Context: an optimization exercise on an open-source flow, tuned for small area and few clock cycles. The choices shown serve that exercise and are no tape-out recipe.
Only simulation tests tie the RTL to the original design; equivalence was not proved.
Power figures rest on the tool's default switching activity, not on a simulated workload.

== cedar ==
## mbcodec
module mbcodec (
    input  wire        clk,
    input  wire        rst,
    input  wire        req_valid,
    output wire        req_ready,
    input  wire        req_kind,
    input  wire [15:0] req_tid,
    input  wire [7:0]  req_unit,
    input  wire [7:0]  req_fc,
    input  wire [15:0] req_addr,
    input  wire [15:0] req_qty,
    input  wire [15:0] req_value,
    input  wire        wd_valid,
    output wire        wd_ready,
    input  wire [7:0]  wd_byte,
    output wire        tx_valid,
    input  wire        tx_ready,
    output wire [7:0]  tx_byte,
    output wire        tx_last,
    output wire        tx_err,
    input  wire        rx_valid,
    output wire        rx_ready,
    input  wire [7:0]  rx_byte,
    input  wire        rx_last,
    input  wire        rx_kind,
    output wire        pd_valid,
    input  wire        pd_ready,
    output wire [7:0]  pd_byte,
    output wire        dec_valid,
    input  wire        dec_ready,
    output wire [1:0]  dec_status,
    output wire [15:0] dec_tid,
    output wire [7:0]  dec_unit,
    output wire [2:0]  dec_class,
    output wire [7:0]  dec_fc,
    output wire [15:0] dec_a,
    output wire [15:0] dec_b
);
Size: about 780 cells after synthesis, roughly 120 flip-flops, about 200 I/O pins, roughly 0.0073 mm² of cells after synthesis.
==> flow/config.mk <==
export PLATFORM = sky130hd
export DESIGN_NAME = mbcodec
export DESIGN_NICKNAME = mbcodec
export VERILOG_FILES = /design/flow/design.v
export SDC_FILE = /design/flow/constraint.sdc
export NUM_CORES = 4
export LEC_CHECK = 0
export CAP_MARGIN = 20
export CORE_MARGIN = 2
export CORE_UTILIZATION = 70
export GPL_TIMING_DRIVEN = 0
export PLACE_DENSITY = 0.8
export SLEW_MARGIN = 20
==> flow/constraint.sdc <==
create_clock -name core_clock -period 10.0 [get_ports {clk}]
set_input_delay 2.0000 -clock core_clock [delete_from_list [all_inputs] [get_ports {clk}]]
set_output_delay 2.0000 -clock core_clock [all_outputs]
set_load 0.01 [all_outputs]
standard.sh (not shown) runs the stock make flow with config.mk's settings and CLKGATE_MAP_FILE= SYNTH_SCRIPT=/design/flow/synth_recipe.tcl, a recipe that flattens the netlist after the stock synthesis.
==> flow/flow/run.sh <==
#!/bin/bash
# The standard layout (standard.sh) with these changes:
# - synthesis: the standard flow's own synthesis script, but ABC maps for area
#   (flow/area.abc) and adders are left to ABC (no full/half-adder cells);
#   the registers are those of the standard synthesis;
# - the port buffers are the smallest buffer (buf_1), not a delay buffer;
# - clock tree synthesis uses clkbuf_4 (clkbuf_8 at the root) and adds no dummy loads.
set -euo pipefail
cd "$(dirname "$0")/.."
W=$PWD
export FLOW_SYNTH_TCL=$W/synth_recipe.tcl
export AREA_ABC_SCRIPT=$W/flow/area.abc
export BUFFER_PORTS_ARGS="-buffer_cell sky130_fd_sc_hd__buf_1"
export CTS_ARGS="-sink_clustering_enable -repair_clock_nets -dont_use_dummy_load -buf_list sky130_fd_sc_hd__clkbuf_4 -root_buf sky130_fd_sc_hd__clkbuf_8"
sed -e "s|SYNTH_SCRIPT=[^ ]*|SYNTH_SCRIPT=$W/flow/synth_area.tcl ADDER_MAP_FILE=|" standard.sh > area_flow.sh
grep -q "synth_area.tcl ADDER_MAP_FILE=" area_flow.sh
bash area_flow.sh > standard.log 2>&1
==> flow/flow/area.abc <==
strash
&get -n
&fraig -x
&put
scorr
dc2
strash
&get -n
&dch -f
&nf -R 1000 -F 10 -A 10
&st
&dch -f
&nf -R 1000 -F 10 -A 10
&st
&dch -f
&nf -R 1000 -F 10 -A 10
&st
&dch -f
&nf -R 1000 -F 10 -A 10
&put
==> flow/flow/synth_area.tcl <==
# The standard synthesis (synth_recipe.tcl, unchanged), with ABC mapping
# for area: every abc call gets flow/area.abc as its script.
proc abc {args} {
  set i [lsearch -exact $args -script]
  if {$i >= 0} {
    set args [lreplace $args [expr {$i + 1}] [expr {$i + 1}] $::env(AREA_ABC_SCRIPT)]
  }
  yosys abc {*}$args
}
source $::env(FLOW_SYNTH_TCL)
Testbench counts of cedar, summed over its fixed seeds: cycles 95,853.
What birch does differently from cedar at the input level:
-- flow/flow/run.sh --
<<< cedar, line 7
# - clock tree synthesis uses clkbuf_4 (clkbuf_8 at the root) and adds no dummy loads.
>>> birch, line 7
# - clock tree synthesis uses clkbuf_8 and adds no dummy loads.
<<< cedar, line 14
export CTS_ARGS="-sink_clustering_enable -repair_clock_nets -dont_use_dummy_load -buf_list sky130_fd_sc_hd__clkbuf_4 -root_buf sky130_fd_sc_hd__clkbuf_8"
>>> birch, line 14
export CTS_ARGS="-sink_clustering_enable -repair_clock_nets -dont_use_dummy_load -buf_list sky130_fd_sc_hd__clkbuf_8"
-- flow/config.mk --
<<< cedar, line 10
export CORE_UTILIZATION = 70
>>> birch, line 10
export CORE_UTILIZATION = 45
<<< cedar, line 12
export PLACE_DENSITY = 0.8
>>> birch, line 12
export PLACE_DENSITY = 0.6
On register-to-register slack, cedar loses to birch. Cell area after placement, birch vs cedar: up slightly. Against cedar, the final cell area of birch is higher. The maximum number of buffers from clock root to sink of birch and that of cedar are within noise of each other. Number of placement rows in birch is 9 above cedar. Taking cedar as the reference point, the setup slack of birch falls by 0.016 ns. Where total routed wirelength is concerned, cedar is outperformed by birch. Of birch and cedar, the run reporting the lower layout overhead on the synthesized area was cedar. birch ended with less post-placement worst setup slack than cedar. birch vs cedar, power share of the clock group went up by 5.8 points.

========
## job 1587
mbcodec, a different RTL version from the one above (not shown whole).
Size: roughly 120 flip-flops, ~200 I/O pins.
clock: 10.0 ns
lec_check: 0
cap_margin: 20
core_margin: 2
core_utilization: 45
place_density: 0.6
slew_margin: 20
==> flow/flow/run.sh <==
#!/bin/bash
# The standard layout (standard.sh) with these changes:
# - synthesis: the standard flow's own synthesis script, but ABC maps for area
#   (flow/area.abc) and adders are left to ABC (no full/half-adder cells);
#   the registers are those of the standard synthesis;
# - the port buffers are the smallest buffer (buf_1), not a delay buffer;
# - clock tree synthesis uses clkbuf_8 and adds no dummy loads.
set -euo pipefail
cd "$(dirname "$0")/.."
W=$PWD
export FLOW_SYNTH_TCL=$W/synth_recipe.tcl
export AREA_ABC_SCRIPT=$W/flow/area.abc
export BUFFER_PORTS_ARGS="-buffer_cell sky130_fd_sc_hd__buf_1"
export CTS_ARGS="-sink_clustering_enable -repair_clock_nets -dont_use_dummy_load -buf_list sky130_fd_sc_hd__clkbuf_8"
sed -e "s|SYNTH_SCRIPT=[^ ]*|SYNTH_SCRIPT=$W/flow/synth_area.tcl ADDER_MAP_FILE=|" standard.sh > area_flow.sh
grep -q "synth_area.tcl ADDER_MAP_FILE=" area_flow.sh
bash area_flow.sh > standard.log 2>&1
Scripts as last shown in full above: flow/flow/area.abc, flow/flow/synth_area.tcl
Testbench counts of job 1587, summed over its fixed seeds: cycles 95,853.
[inputs] job 4563 vs job 1587
==> flow/flow/area.abc <==
strash
&get -n
&fraig -x
&put
scorr
dc2
strash
&get -n
&dch -f
&nf
&put
--- outcome ---
- Job 4563 vs. job 1587: worst path arrival time went down by 270 ps.
- Share of the clock period used by the worst path after layout for job 4563 is lower than for job 1587.
- Per the comparison of job 4563 with job 1587, area added between synthesis and finish went down, sequential share of cell area lost 1.1 points, met1 wire length saw an increase, shortest clock period the worst path allows after layout fell by 270 ps, final area higher.

## port drivers added, routing unchanged
The flow's constraints put no driver on any port. The routed layouts listed below were extracted and timed again, unchanged, in two steps. Step 1, drivers: a clkbuf_16 drives clk and a buf_2 each remaining input, both assumed. Step 2 moves the port delays by t, midway between the first and last clock arrival at a register: inputs arrive t later, outputs are due t later. That takes back most of the time a late clock gives input paths. Slacks: ideal / step 1 / step 2; pairs: ideal / step 1.
| run | t, ns | slack for setup (ns) | worst hold slack (ns) | latest minus earliest clock arrival (ns) | slew at the worst register clock pin (ns) |
|---|---|---|---|---|---|
| cedar | 0.442 | 1.752 / 1.731 / 1.731 | 0.451 / 0.451 / 0.451 | 0.048 / 0.049 | 0.10 / 0.10 |
| birch | 0.463 | 1.736 / 1.716 / 1.716 | 0.449 / 0.449 / 0.449 | 0.026 / 0.026 | 0.07 / 0.07 |
| job 1587 | 0.461 | 1.784 / 1.765 / 1.765 | 0.440 / 0.440 / 0.440 | 0.028 / 0.027 | 0.08 / 0.08 |
| job 4563 | 0.459 | 2.050 / 2.030 / 2.030 | 0.445 / 0.445 / 0.445 | 0.023 / 0.022 | 0.07 / 0.07 |
After both steps setup and hold are still met in every run listed. The setup slack of cedar, which loses most, moves by -0.021 ns with the drivers and by -0.021 ns with both steps.
